What follows belongs to an exercise in optimizing a design on an open flow for small area; a production flow would make more cautious choices. Function was checked by simulation only, so behaviour that the tests miss may differ from the original. Power figures rest on the tool's default switching activity, not on a simulated workload.

==> lagoon <==
// tis_engine
module tis_engine (
    input  wire        clk,
    input  wire        rst,           
    input  wire        cfg_spi,       
    input  wire        ms_tick,       
    input  wire        cmd_valid,
    input  wire [31:0] cmd_word,
    output wire        busy,
    output wire        done,
    output reg  [3:0]  res_code,
    output reg  [2:0]  res_sub,
    output reg  [31:0] res_val,
    output wire        cmd_rd_en,
    output wire [23:0] cmd_rd_addr,
    input  wire [7:0]  cmd_rd_data,
    output wire        rsp_wr_en,
    output wire [23:0] rsp_wr_addr,
    output wire [7:0]  rsp_wr_data,
    output wire        bus_req,
    output wire        bus_rd,
    output wire        bus_last,
    output wire [7:0]  bus_wdata,
    input  wire        bus_ack,
    input  wire [7:0]  bus_rdata,
    input  wire        bus_err,
    input  wire [7:0]  bus_err_code,
    output wire        spi_lock,
    input  wire        spi_gnt,
    input  wire        irq
);
    localparam [4:0]
        S_RL_RD0 = 5'b00_000, S_RL_RD  = 5'b00_001, S_REL_RD = 5'b00_010,
        S_RL_WR  = 5'b00_100, S_REL_WR = 5'b00_101,
        S_WC_RD  = 5'b01_000, S_GB_RD  = 5'b01_001, S_CL_RD  = 5'b01_010,
        S_WC_WR  = 5'b01_100, S_CL_WR  = 5'b01_101, S_GO_WR  = 5'b01_110,
        S_RB_RD1 = 5'b10_000, S_RB_RD  = 5'b10_001, S_WB_WR  = 5'b10_100,
  ...
Settings: LEC_CHECK=0, CAP_MARGIN=20, CORE_MARGIN=2, CORE_UTILIZATION=65, PLACE_DENSITY=0.75, SLEW_MARGIN=20; clock period 10.0 ns.
standard.sh (not shown) runs the stock make flow with config.mk's settings and CLKGATE_MAP_FILE= SYNTH_SCRIPT=/design/flow/synth_recipe.tcl, a recipe that flattens the netlist after the stock synthesis.
==> flow/flow/run.sh <==
#!/bin/bash
# Layout flow: the standard synthesis, its combinational gates re-mapped for
# area (flip-flops kept as they are), then the standard layout with the
# smallest buffer on the ports.
set -euo pipefail
W=$PWD
R=$W/orfs/results/$FLOW_PLATFORM/tis_engine/base
L=$W/orfs/logs/$FLOW_PLATFORM/tis_engine/base
LIB=$FLOW_HOME/platforms/$FLOW_PLATFORM/lib/sky130_fd_sc_hd__tt_025C_1v80.lib

# 1. standard synthesis
bash standard.sh synth > $W/synth.log 2>&1
cp $R/1_2_yosys.v $W/std_synth.v

# 2. re-map the combinational gates
DU=$(grep -m1 '^abc -script' $L/1_2_yosys.log | grep -oE -- '-dont_use [^ ]+' | awk '{print $2}' | tr '\n' ' ')
ffs() { grep -oE 'sky130_fd_sc_hd__(df|edf|sdf|dl|sdl)[a-z0-9_]* +[^ ]+ *\(' "$1" | tr -s ' ' | sort; }
ok=0
# the deep ABC script first, the plain one if it fails
for s in deep area; do
  mkdir -p $W/resyn_$s
  if bash flow/resyn.sh $W/std_synth.v $W/resyn_$s/resyn.v $FLOW_TOP $LIB $W/flow/$s.abc $W/resyn_$s.log $DU > $W/resyn_${s}_run.log 2>&1 &&
     [[ -s $W/resyn_$s/resyn.v ]] && diff <(ffs $W/std_synth.v) <(ffs $W/resyn_$s/resyn.v) > $W/ff_diff_$s.log 2>&1; then
    cp $W/resyn_$s/resyn.v $W/resyn.v
    ok=$s
    break
  fi
done
echo "resynthesis used: $ok" | tee $W/resyn_used.log
if [[ $ok != 0 ]]; then
  cp $W/resyn.v $R/1_2_yosys.v
  touch $R/1_2_yosys.v
fi

# 3. standard layout
export BUFFER_PORTS_ARGS="-buffer_cell sky130_fd_sc_hd__buf_1"
export CTS_ARGS="-sink_clustering_enable -repair_clock_nets -buf_list sky130_fd_sc_hd__clkbuf_4 -root_buf sky130_fd_sc_hd__clkbuf_8 -dont_use_dummy_load"
bash standard.sh finish > $W/layout.log 2>&1
Other scripts of this flow, unchanged in this note and not shown: flow/flow/area.abc, flow/flow/deep.abc, flow/flow/resyn.sh
==> inputs of tundra, as changes to lagoon <==
--- a/flow/design.v
+++ b/flow/design.v
@@ -29,18 +29,18 @@
     input  wire        spi_gnt,
     input  wire        irq
 );
     localparam [2:0] X_IDLE = 3'd0, X_LOCK = 3'd1, X_PRE = 3'd2,
                      X_BEAT = 3'd3, X_RWAIT = 3'd4, X_DONE = 3'd5;
     localparam [2:0] P_I2CA = 3'd0,    
                      P_I2CW = 3'd1,    
                      P_I2CR = 3'd2,    
-                     P_STALL = 3'd3,   
-                     P_HDR  = 3'd4,    
+                     P_HDR  = 3'd3,    
+                     P_STALL = 3'd4,   
                      P_SPIW = 3'd5,    
                      P_SPIR = 3'd6;    
     reg [2:0] xs;
     reg [2:0] ph;
     reg [1:0] idx;
     reg       ready;
     localparam [9:0] TM_2 = 10'h003, TM_100 = 10'h1f3, TM_750 = 10'h2e7;
     reg  [9:0] tms;
@@ -48,44 +48,48 @@
     wire t_irq = (tms == TM_750);
     assign t_sleep = (tms == TM_2);
     wire t_stop = cfg_spi ? t_spi : t_irq;
     wire [5:0] plen_k = (kind == 2'd2) ? plen : (kind == 2'd0) ? 6'd1 : 6'd4;
     wire [5:0] len_m1 = plen_k - 6'd1;
     wire       pend   = (kind == 2'd2) ? (plen == 6'd1) :
                         (kind == 2'd0) ? (idx == 2'd0) : (idx == 2'd3);
     assign pidx = idx;
-    wire   pay_w = (ph[1:0] == 2'b01);
-    wire   pay_r = (ph[1:0] == 2'b10);
+    wire   pay_w = (ph == P_SPIW) || (ph == P_I2CW);
+    wire   pay_r = (ph == P_SPIR) || (ph == P_I2CR);
     assign bus_req  = (xs == X_BEAT);
     assign spi_lock = cfg_spi && (xs == X_LOCK || xs == X_PRE || xs == X_BEAT);
     assign done     = (xs == X_DONE);
     wire ack = bus_req && bus_ack;
     assign rd_ack  = ack && pay_r;
     assign wr_ack  = ack && pay_w;
     assign wr_pend = (xs == X_PRE || xs == X_BEAT) && pay_w;
     always @(*) begin
-        bus_rd    = ph[1];
+        bus_rd    = 1'b0;
         bus_last  = pend;
         bus_wdata = pbyte;
         case (ph)
             P_I2CA: begin
                 bus_wdata = {5'd0, kind[1], kind == 2'd3, kind[1] ^ kind[0]};
                 bus_last  = !wr || (plen_k == 6'd0);
             end
             P_HDR: begin
                 case (idx[1:0])
                     2'd0: bus_wdata = {~wr, 1'b1, len_m1};
                     2'd1: bus_wdata = 8'hD4;
                     2'd2: bus_wdata = {4'd0, {4{kind == 2'd3}}};
                     default: bus_wdata = {2'b00, kind == 2'd2, kind == 2'd1, kind == 2'd1, kind == 2'd2, 2'b00};
                 endcase
                 bus_last = (idx[1:0] == 2'd3);
             end
-            P_STALL: bus_last = 1'b1;
+            P_STALL: begin
+                bus_rd   = 1'b1;
+                bus_last = 1'b1;
+            end
+            P_I2CR, P_SPIR: bus_rd = 1'b1;
             default: ;
         endcase
     end
     wire start   = (xs == X_IDLE) && go;
     wire e_insuf = start && cfg_spi && (plen_k == 6'd0);
     wire e_io    = ack && bus_err;
     wire e_spi   = ack && !bus_err && (ph == P_STALL) && !bus_rdata[0] && t_spi;
     wire e_irq   = (xs == X_RWAIT) && !ready && t_irq;
@@ -202,42 +206,47 @@
     input  wire [7:0]  bus_rdata,
     input  wire        bus_err,
     input  wire [7:0]  bus_err_code,
     output wire        spi_lock,
     input  wire        spi_gnt,
     input  wire        irq
 );
     localparam [4:0]
-        S_RL_RD0 = 5'b00_000, S_RL_RD  = 5'b00_001, S_REL_RD = 5'b00_010,
-        S_RL_WR  = 5'b00_100, S_REL_WR = 5'b00_101,
-        S_WC_RD  = 5'b01_000, S_GB_RD  = 5'b01_001, S_CL_RD  = 5'b01_010,
-        S_WC_WR  = 5'b01_100, S_CL_WR  = 5'b01_101, S_GO_WR  = 5'b01_110,
-        S_RB_RD1 = 5'b10_000, S_RB_RD  = 5'b10_001, S_WB_WR  = 5'b10_100,
-        S_PR_RD  = 5'b11_000,
-        S_DRAIN  = 5'b11_010,
-        S_IDLE   = 5'b11_100, S_FIN    = 5'b11_101,
-        S_RL_SLP = 5'b11_110, S_GB_SLP = 5'b11_111;
+        S_IDLE   = 5'd0,  S_FIN    = 5'd1,
+        S_RL_RD0 = 5'd2,  S_RL_WR  = 5'd3,  S_RL_RD  = 5'd4,  S_RL_SLP = 5'd5,
+        S_PR_RD  = 5'd6,  S_WC_RD  = 5'd7,  S_WC_WR  = 5'd8,
+        S_GB_RD  = 5'd9,  S_GB_SLP = 5'd10,
+        S_WB_WR  = 5'd11, S_GO_WR  = 5'd12,
+        S_RB_RD1 = 5'd13, S_RB_RD  = 5'd14, S_DRAIN  = 5'd15,
+        S_CL_RD  = 5'd16, S_CL_WR  = 5'd17,
+        S_REL_RD = 5'd18, S_REL_WR = 5'd19;
     localparam [1:0] K_ACCESS = 2'd0, K_STS = 2'd1, K_FIFO = 2'd2, K_DID = 2'd3;
     reg [4:0]  st;
     reg        started;        
     reg        c_probe, c_sd, rx;
-    reg        errp, sh_mis;
+    reg        rel_force, rel2, errp, sh_mis;
     reg [10:0] tlong;          
     reg [23:0] arg;            
     reg [5:0]  bst;            
-    reg        f1, f2;
+    reg        f1, f2, fx;     
+    reg        cg, ce;         
     wire [23:0] ptr = res_val[23:0];    
     assign busy = (st != S_IDLE);
     assign done = (st == S_FIN);
-    wire [1:0] x_kind  = st[4:3];
-    wire       x_wr    = st[2];
-    wire       x_go    = (st[4:3] != 2'd3) || (st[2:0] == 3'd0);
-    wire       c_20    = st[3] ? st[1] : st[0];
-    wire [7:0] x_const = {1'b0, st[3] & ~c_20, c_20, 3'b000, ~st[3] & ~c_20, 1'b0};
+    wire s_acc_rd = (st == S_RL_RD0) || (st == S_RL_RD) || (st == S_REL_RD);
+    wire s_sts_rd = (st == S_WC_RD) || (st == S_GB_RD) || (st == S_CL_RD);
+    wire s_40     = (st == S_WC_WR) || (st == S_CL_WR);
+    wire s_20     = (st == S_REL_WR) || (st == S_GO_WR);
+    wire s_fifo   = (st == S_WB_WR) || (st == S_RB_RD1) || (st == S_RB_RD);
+    wire       x_wr    = (st == S_RL_WR) || s_40 || s_20 || (st == S_WB_WR);
+    wire       x_go    = s_acc_rd || s_sts_rd || x_wr || s_fifo || (st == S_PR_RD);
+    wire [1:0] x_kind  = {s_fifo || (st == S_PR_RD),
+                          s_sts_rd || s_40 || (st == S_GO_WR) || (st == S_PR_RD)};
+    wire [7:0] x_const = {1'b0, s_40, s_20, 3'b000, (st == S_RL_WR), 1'b0};
     wire       x_done, x_err, ev_err, rd_ack, wr_ack, wr_pend, t_sleep;
     wire [1:0] ev_ty;
     wire [1:0] pidx;
     reg  [7:0] pbyte;
     reg        sleep_go;
     tis_xport u_xport (
         .clk(clk), .rst(rst), .cfg_spi(cfg_spi), .ms_tick(ms_tick),
         .go(x_go), .wr(x_wr), .kind(x_kind), .plen(bst), .pbyte(pbyte), .tclr(sleep_go),
@@ -292,41 +301,42 @@
     reg        res_we;          
     reg  [3:0] n_code;
     reg  [2:0] n_sub;
     reg        lo_ld;           
     reg        lo_arg;
     reg  [7:0] lo_val;
     reg        hi_clr;          
     reg        tl_clr, arg_cmd, arg_10, bst_ld, bst_6;
-    reg        tries_ld, sd2, start_set, cmd_acc;
+    reg        tries_ld, rf_ld, rf_n, rel2_set, start_set, cmd_acc;
     wire [4:0] err_st   = c_probe ? S_REL_RD : S_CL_RD;
-    wire       rel_force = errp || (!rx && arg[0]);
     wire [4:0] after_rl = c_probe ? S_PR_RD : S_WC_RD;
     always @(*) begin
         nst = st;
         raise = 1'b0; raise_x = 1'b0; res_we = 1'b0; n_code = 4'd0; n_sub = 3'd0;
         lo_ld = 1'b0; lo_arg = 1'b0; lo_val = 8'd0; hi_clr = 1'b0;
         tl_clr = 1'b0; arg_cmd = 1'b0; arg_10 = 1'b0; bst_ld = 1'b0; bst_6 = 1'b0;
-        tries_ld = 1'b0; sd2 = 1'b0;
+        tries_ld = 1'b0; rf_ld = 1'b0; rf_n = 1'b1; rel2_set = 1'b0;
         start_set = 1'b0; cmd_acc = 1'b0; sleep_go = 1'b0;
         if (ev_err && !errp) begin
             res_we = 1'b1;
             case (ev_ty)
                 2'd0: begin n_code = 4'd1; n_sub = 3'd1; end
                 2'd1: begin n_code = 4'd1; n_sub = 3'd2; end
                 2'd2: n_code = 4'd5;
                 default: n_code = 4'd7;
             endcase
         end
         case (st)
             S_IDLE: if (cmd_valid) begin
                 cmd_acc = 1'b1;
                 arg_cmd = 1'b1;
                 tl_clr  = 1'b1;
+                rf_ld   = 1'b1;
+                rf_n    = cmd_word[0];
                 res_we  = 1'b1; n_code = 4'd8; lo_ld = 1'b1; hi_clr = 1'b1;
                 nst     = S_FIN;
                 case (cmd_word[31:24])
                     8'h01, 8'h05: if (cmd_word[23:0] == 24'd0 && !started) nst = S_RL_RD0;
                     8'h02: if (!started) nst = S_RL_RD0;
                     8'h03: if (started) nst = S_GB_RD;
                     8'h04: if (cmd_word[23:1] == 23'd0) nst = S_REL_RD;
                     default: ;
@@ -379,20 +389,21 @@
                     nst = S_GB_SLP;
                 end else if (rx && ptr0) begin
                     if (bad_first) begin
                         raise = 1'b1; res_we = 1'b1; n_code = 4'd3; n_sub = 3'd1;
                         lo_ld = 1'b1; hi_clr = 1'b1;
                     end else nst = S_RB_RD1;
                 end else if (more) begin
                     nst = rx ? S_RB_RD : S_WB_WR;
-                end else if (f2) begin
+                end else if (fx) begin
                     raise = 1'b1; res_we = 1'b1; n_code = 4'd3; n_sub = rx ? 3'd3 : 3'd2;
                     lo_ld = 1'b1; hi_clr = 1'b1;
                 end else if (rx) begin
+                    rf_ld = 1'b1; rf_n = 1'b0;
                     nst = S_REL_RD;
                 end else nst = S_GO_WR;
             end
             S_GB_SLP: if (t_sleep) begin
                 if (t_long) begin
                     raise = 1'b1; res_we = 1'b1; n_code = 4'd1; n_sub = 3'd4;
                     lo_ld = 1'b1; hi_clr = 1'b1;
                 end else nst = S_GB_RD;
@@ -414,17 +425,17 @@
                         res_we = 1'b1;
                         nst = S_FIN;
                     end
                 end
             end
             S_RB_RD1: if (x_done) begin
                 bst_6 = 1'b1;
                 if (x_err) raise_x = 1'b1;
-                else if (f1) begin
+                else if (cg) begin
                     raise = 1'b1; res_we = 1'b1; n_code = 4'd4;
                     lo_ld = 1'b1; lo_arg = 1'b1;
                 end else
                     nst = S_DRAIN;
             end
             S_DRAIN: begin
                 tl_clr = 1'b1;
                 if (bst == 6'd0 || !more) nst = S_GB_RD;
@@ -432,102 +443,105 @@
             S_CL_RD: if (x_done) begin
                 if (x_ok && f2) nst = S_CL_WR;
                 else            nst = S_REL_RD;
             end
             S_CL_WR: if (x_done) nst = S_REL_RD;
             S_REL_RD, S_REL_WR: if (x_done) begin
                 if (st == S_REL_RD && x_ok && (rel_force || f2))
                     nst = S_REL_WR;
-                else if (c_sd) begin
-                    sd2 = 1'b1;
+                else if (c_sd && !rel2) begin
+                    rel2_set = 1'b1;
+                    rf_ld = 1'b1;
                     nst = S_REL_RD;
-                    if (!errp) begin
-                        res_we = 1'b1; hi_clr = 1'b1; lo_ld = 1'b1;
-                        if (sh_mis) begin
-                            n_code = 4'd3; n_sub = 3'd4;
-                        end
-                    end
                 end else begin
                     nst = S_FIN;
                     if (!errp) begin
                         res_we = 1'b1; hi_clr = 1'b1;
-                        lo_ld  = !rx;                 
+                        lo_ld  = !rx || c_sd;         
+                        if (c_sd && sh_mis) begin
+                            n_code = 4'd3; n_sub = 3'd4;
+                        end
                     end
                 end
             end
             default: nst = S_IDLE;  
         endcase
         if (raise_x) begin
             raise  = 1'b1;
             lo_ld  = 1'b1;
             lo_val = (res_code == 4'd7) ? res_val[31:24] : 8'd0;
             hi_clr = 1'b1;
         end
-        if (raise)
-            nst = err_st;
+        if (raise) begin
+            nst   = err_st;
+            rf_ld = 1'b1;
+            rf_n  = 1'b1;
+        end
     end
     wire fifo_ack = (rd_ack || wr_ack) && fifo;
     wire rd_fifo1 = rd_ack && fifo && (st == S_RB_RD1);
     wire drain    = (st == S_DRAIN) && (bst != 6'd0) && more;
     wire hdr_2    = (ptr == 24'd2);
     wire hdr_345  = (ptr[23:3] == 21'd0) && (ptr[2:0] >= 3'd3) && (ptr[2:0] <= 3'd5);
     wire past_hdr = (ptr[23:3] != 21'd0) || (ptr[2:1] == 2'd3);
     wire [7:0] cap_byte = (ptr[1:0] == 2'd3) ? arg[23:16] :
                           (ptr[1:0] == 2'd0) ? arg[15:8] : arg[7:0];
     wire arg_dec  = drain || (fifo_ack && more &&
-                              (st != S_RB_RD1 || (past_hdr && !f1)));
+                              (st != S_RB_RD1 || (past_hdr && !cg)));
     always @(posedge clk) begin
         if (rst) begin
             st      <= S_IDLE;
             started <= 1'b0;
         end else begin
             st <= nst;
             if (start_set)
                 started <= 1'b1;
             else if (cmd_acc && cmd_word[31:24] == 8'h03)
                 started <= 1'b0;
         end
         if (cmd_acc) begin
             c_probe <= (cmd_word[31:24] == 8'h01);
             c_sd    <= (cmd_word[31:24] == 8'h05);
             rx      <= (cmd_word[31:24] == 8'h03);
+            rel2    <= 1'b0;
         end else begin
             if (arg_10) rx <= 1'b1;
-            if (sd2) c_sd <= 1'b0;
+            if (rel2_set) rel2 <= 1'b1;
         end
-        if (cmd_acc)            errp <= 1'b0;
-        else if (raise || sd2)  errp <= 1'b1;
+        if (cmd_acc)       errp <= 1'b0;
+        else if (raise)    errp <= 1'b1;
+        if (rf_ld) rel_force <= rf_n;
         if (tl_clr)                  tlong <= 11'd0;
         else if (ms_tick && !t_long) tlong <= {tlong[9:0], ~(tlong[10] ^ tlong[8])};
         if (arg_cmd)     arg <= {cmd_word[23:4], cmd_word[3:2] | {2{cmd_word[26] & ~cmd_word[25]}}, cmd_word[1:0]};
         else if (arg_10) arg <= 24'd10;
         else if (rd_fifo1 && hdr_345) begin
             if (ptr[1:0] == 2'd3) arg[23:16] <= bus_rdata;
             if (ptr[1:0] == 2'd0) arg[15:8]  <= bus_rdata;
             if (ptr[1:0] == 2'd1) arg[7:0]   <= bus_rdata;
         end else if (arg_dec) arg <= arg - 24'd1;
         if (tries_ld)    bst[1:0] <= 2'd1;
         else if (sleep_go && st == S_RL_RD) bst[1:0] <= bst[1:0] + 2'd1;
         else if (bst_ld) bst <= chunk;
         else if (bst_6)  bst <= 6'd6;
         else if (rd_ack && x_kind == K_STS && pidx == 2'd1) bst <= bus_rdata[5:0];
         else if (fifo_ack || drain) bst <= bst - 6'd1;
-        if (rd_fifo1) begin
-            if (hdr_2 || (f2 && hdr_345)) begin
-                f1 <= (bus_rdata > (hdr_2 ? 8'd0 : cap_byte));
-                f2 <= (bus_rdata == (hdr_2 ? 8'd0 : cap_byte));
-            end
-        end else if (rd_ack && !fifo) begin
+        if (rd_fifo1 && (hdr_2 || (ce && hdr_345))) begin
+            cg <= (bus_rdata > (hdr_2 ? 8'd0 : cap_byte));
+            ce <= (bus_rdata == (hdr_2 ? 8'd0 : cap_byte));
+        end
+        if (rd_ack) begin
             if (x_kind == K_ACCESS) begin
                 f1 <= bus_rdata[7] & bus_rdata[5];
                 f2 <= bus_rdata[7] & bus_rdata[2];
             end else if (pidx == 2'd0) begin
                 f1 <= bus_rdata[7] && (!m4 || bus_rdata[4]) && (!m3 || bus_rdata[3]);
-                f2 <= (st == S_GB_RD) ? (rx ? bus_rdata[4] : bus_rdata[3]) : bus_rdata[6];
+                f2 <= bus_rdata[6];
+                fx <= rx ? bus_rdata[4] : bus_rdata[3];
             end else if (pidx == 2'd1) begin
                 if (bus_rdata[7:6] != 2'd0 || bus_rdata[5:0] == 6'd0) f1 <= 1'b0;
             end else if (pidx == 2'd2) begin
                 if (bus_rdata != 8'd0) f1 <= 1'b0;
             end
         end
         if (cmd_acc)
             sh_mis <= 1'b0;
--- a/flow/flow/run.sh
+++ b/flow/flow/run.sh
@@ -29,10 +29,10 @@
 echo "resynthesis used: $ok" | tee $W/resyn_used.log
 if [[ $ok != 0 ]]; then
   cp $W/resyn.v $R/1_2_yosys.v
   touch $R/1_2_yosys.v
 fi
 
 # 3. standard layout
 export BUFFER_PORTS_ARGS="-buffer_cell sky130_fd_sc_hd__buf_1"
-export CTS_ARGS="-sink_clustering_enable -repair_clock_nets -buf_list sky130_fd_sc_hd__clkbuf_4 -root_buf sky130_fd_sc_hd__clkbuf_8 -dont_use_dummy_load"
+export CTS_ARGS="-sink_clustering_enable -repair_clock_nets -buf_list sky130_fd_sc_hd__clkbuf_8 -root_buf sky130_fd_sc_hd__clkbuf_8 -dont_use_dummy_load"
 bash standard.sh finish > $W/layout.log 2>&1
==> flow/config.mk (replaced) <==
export PLATFORM = sky130hd
export DESIGN_NAME = tis_engine
export DESIGN_NICKNAME = tis_engine
export VERILOG_FILES = /design/flow/design.v
export SDC_FILE = /design/flow/constraint.sdc
export NUM_CORES = 4
export LEC_CHECK = 0
export CAP_MARGIN = 20
export CORE_MARGIN = 2
export CORE_UTILIZATION = 40
export PLACE_DENSITY = 0.6
export SLEW_MARGIN = 20
==> inputs of fjord, as changes to lagoon <==
--- a/flow/design.v
+++ b/flow/design.v
@@ -215,17 +215,17 @@
         S_PR_RD  = 5'b11_000,
         S_DRAIN  = 5'b11_010,
         S_IDLE   = 5'b11_100, S_FIN    = 5'b11_101,
         S_RL_SLP = 5'b11_110, S_GB_SLP = 5'b11_111;
     localparam [1:0] K_ACCESS = 2'd0, K_STS = 2'd1, K_FIFO = 2'd2, K_DID = 2'd3;
     reg [4:0]  st;
     reg        started;        
     reg        c_probe, c_sd, rx;
-    reg        errp, sh_mis;
+    reg        rel2, errp, sh_mis;
     reg [10:0] tlong;          
     reg [23:0] arg;            
     reg [5:0]  bst;            
     reg        f1, f2;
     wire [23:0] ptr = res_val[23:0];    
     assign busy = (st != S_IDLE);
     assign done = (st == S_FIN);
     wire [1:0] x_kind  = st[4:3];
@@ -292,26 +292,26 @@
     reg        res_we;          
     reg  [3:0] n_code;
     reg  [2:0] n_sub;
     reg        lo_ld;           
     reg        lo_arg;
     reg  [7:0] lo_val;
     reg        hi_clr;          
     reg        tl_clr, arg_cmd, arg_10, bst_ld, bst_6;
-    reg        tries_ld, sd2, start_set, cmd_acc;
+    reg        tries_ld, rel2_set, start_set, cmd_acc;
     wire [4:0] err_st   = c_probe ? S_REL_RD : S_CL_RD;
-    wire       rel_force = errp || (!rx && arg[0]);
+    wire       rel_force = errp || rel2 || (!rx && arg[0]);
     wire [4:0] after_rl = c_probe ? S_PR_RD : S_WC_RD;
     always @(*) begin
         nst = st;
         raise = 1'b0; raise_x = 1'b0; res_we = 1'b0; n_code = 4'd0; n_sub = 3'd0;
         lo_ld = 1'b0; lo_arg = 1'b0; lo_val = 8'd0; hi_clr = 1'b0;
         tl_clr = 1'b0; arg_cmd = 1'b0; arg_10 = 1'b0; bst_ld = 1'b0; bst_6 = 1'b0;
-        tries_ld = 1'b0; sd2 = 1'b0;
+        tries_ld = 1'b0; rel2_set = 1'b0;
         start_set = 1'b0; cmd_acc = 1'b0; sleep_go = 1'b0;
         if (ev_err && !errp) begin
             res_we = 1'b1;
             case (ev_ty)
                 2'd0: begin n_code = 4'd1; n_sub = 3'd1; end
                 2'd1: begin n_code = 4'd1; n_sub = 3'd2; end
                 2'd2: n_code = 4'd5;
                 default: n_code = 4'd7;
@@ -432,30 +432,27 @@
             S_CL_RD: if (x_done) begin
                 if (x_ok && f2) nst = S_CL_WR;
                 else            nst = S_REL_RD;
             end
             S_CL_WR: if (x_done) nst = S_REL_RD;
             S_REL_RD, S_REL_WR: if (x_done) begin
                 if (st == S_REL_RD && x_ok && (rel_force || f2))
                     nst = S_REL_WR;
-                else if (c_sd) begin
-                    sd2 = 1'b1;
+                else if (c_sd && !rel2) begin
+                    rel2_set = 1'b1;
                     nst = S_REL_RD;
-                    if (!errp) begin
-                        res_we = 1'b1; hi_clr = 1'b1; lo_ld = 1'b1;
-                        if (sh_mis) begin
-                            n_code = 4'd3; n_sub = 3'd4;
-                        end
-                    end
                 end else begin
                     nst = S_FIN;
                     if (!errp) begin
                         res_we = 1'b1; hi_clr = 1'b1;
-                        lo_ld  = !rx;                 
+                        lo_ld  = !rx || c_sd;         
+                        if (c_sd && sh_mis) begin
+                            n_code = 4'd3; n_sub = 3'd4;
+                        end
                     end
                 end
             end
             default: nst = S_IDLE;  
         endcase
         if (raise_x) begin
             raise  = 1'b1;
             lo_ld  = 1'b1;
@@ -485,22 +482,23 @@
                 started <= 1'b1;
             else if (cmd_acc && cmd_word[31:24] == 8'h03)
                 started <= 1'b0;
         end
         if (cmd_acc) begin
             c_probe <= (cmd_word[31:24] == 8'h01);
             c_sd    <= (cmd_word[31:24] == 8'h05);
             rx      <= (cmd_word[31:24] == 8'h03);
+            rel2    <= 1'b0;
         end else begin
             if (arg_10) rx <= 1'b1;
-            if (sd2) c_sd <= 1'b0;
+            if (rel2_set) rel2 <= 1'b1;
         end
-        if (cmd_acc)            errp <= 1'b0;
-        else if (raise || sd2)  errp <= 1'b1;
+        if (cmd_acc)       errp <= 1'b0;
+        else if (raise)    errp <= 1'b1;
         if (tl_clr)                  tlong <= 11'd0;
         else if (ms_tick && !t_long) tlong <= {tlong[9:0], ~(tlong[10] ^ tlong[8])};
         if (arg_cmd)     arg <= {cmd_word[23:4], cmd_word[3:2] | {2{cmd_word[26] & ~cmd_word[25]}}, cmd_word[1:0]};
         else if (arg_10) arg <= 24'd10;
         else if (rd_fifo1 && hdr_345) begin
             if (ptr[1:0] == 2'd3) arg[23:16] <= bus_rdata;
             if (ptr[1:0] == 2'd0) arg[15:8]  <= bus_rdata;
             if (ptr[1:0] == 2'd1) arg[7:0]   <= bus_rdata;
--- a/flow/flow/run.sh
+++ b/flow/flow/run.sh
@@ -29,10 +29,10 @@
 echo "resynthesis used: $ok" | tee $W/resyn_used.log
 if [[ $ok != 0 ]]; then
   cp $W/resyn.v $R/1_2_yosys.v
   touch $R/1_2_yosys.v
 fi
 
 # 3. standard layout
 export BUFFER_PORTS_ARGS="-buffer_cell sky130_fd_sc_hd__buf_1"
-export CTS_ARGS="-sink_clustering_enable -repair_clock_nets -buf_list sky130_fd_sc_hd__clkbuf_4 -root_buf sky130_fd_sc_hd__clkbuf_8 -dont_use_dummy_load"
+export CTS_ARGS="-sink_clustering_enable -repair_clock_nets -buf_list sky130_fd_sc_hd__clkbuf_4 -root_buf sky130_fd_sc_hd__clkbuf_4 -dont_use_dummy_load"
 bash standard.sh finish > $W/layout.log 2>&1
==> results.py <==
metrics = {
    "power": {
        "comb_power_share": 0.475,
        "powerClk_w": 0.000232,
        "totalPowerFinal_w": 0.00215,
        "pg_seq_w": 0.000899,
        "swShare": 0.487,
        "vdd_drop_max_v": 0.000184,
    },
    "outcome": {
        "outcome": "timing/DRC/antenna clean",
    },
    "setup_path": {
        "path_depth": 39,
    },
    "cells_and_area": {
        "fin_area_mm2": 0.00865,
        "area_growth_pct": 8.35,
    },
    "route": {
        "wl_met1_um": 10500,
    },
    "place": {
        "gp_congestion": 1.04,
    },
    "floorplan": {
        "nWellTaps": 147,
    },
}
The numbers above come from fjord.

==> results.py <==
metrics = {
    "outcome": {
        "outcome": "timing/DRC/antenna clean",
    },
    "setup_path": {
        "path_depth": 42,
    },
    "power": {
        "totalPowerFinal_w": 0.00194,
        "swShare": 0.447,
        "comb_power_share": 0.392,
        "vdd_drop_max_v": 0.0000821,
        "powerClk_w": 0.000329,
    },
    "cells_and_area": {
        "top_register": "res_val",
        "area_growth_pct": 11.6,
    },
    "floorplan": {
        "nWellTaps": 270,
    },
}
The numbers above come from tundra.

==> results.py <==
metrics = {
    "outcome": {
        "outcome": "timing/DRC/antenna clean",
    },
    "cells_and_area": {
        "buf_share": 0.0836,
        "fin_area_mm2": 0.00873,
        "area_growth_pct": 8.88,
    },
    "sta": {
        "period_minus_slack_ns": 8.58,
    },
    "worst_hold_path": {
        "hold_depth": 2,
    },
    "power": {
        "comb_power_share": 0.462,
        "totalPowerFinal_w": 0.00205,
        "pg_seq_w": 0.000859,
        "swShare": 0.485,
        "powerClk_w": 0.000245,
    },
    "place": {
        "gp_congestion": 1.08,
    },
    "setup_path": {
        "path_depth": 53,
    },
    "route": {
        "wl_met1_um": 10800,
        "via_count": 9616,
    },
}
The numbers above come from lagoon.

-- re-timing with driven ports --
How much do the figures lean on ideal ports? The routed layouts below were timed once more, with nothing changed but the port constraints. Step 1 assumes that a clkbuf_16 drives the clock port and a buf_2 every other input. Step 2 times the ports against the registers' clock, not the clock port: input delays grow and output delays shrink by t, the midpoint of the rising clock arrivals with the driver on. a / b / c = no drivers / after step 1 / after step 2; a / b = the first two.
| run | t, ns | slack for setup (ns) | worst slew at a driven data input, ns |
|---|---|---|---|
| lagoon | 0.461 | 1.423 / 1.423 / 1.423 | 0.05 |
| tundra | 0.491 | 2.356 / 2.356 / 2.356 | 0.04 |
| fjord | 0.580 | 2.298 / 2.298 / 2.298 | 0.04 |
After both steps every run listed still meets setup and hold.
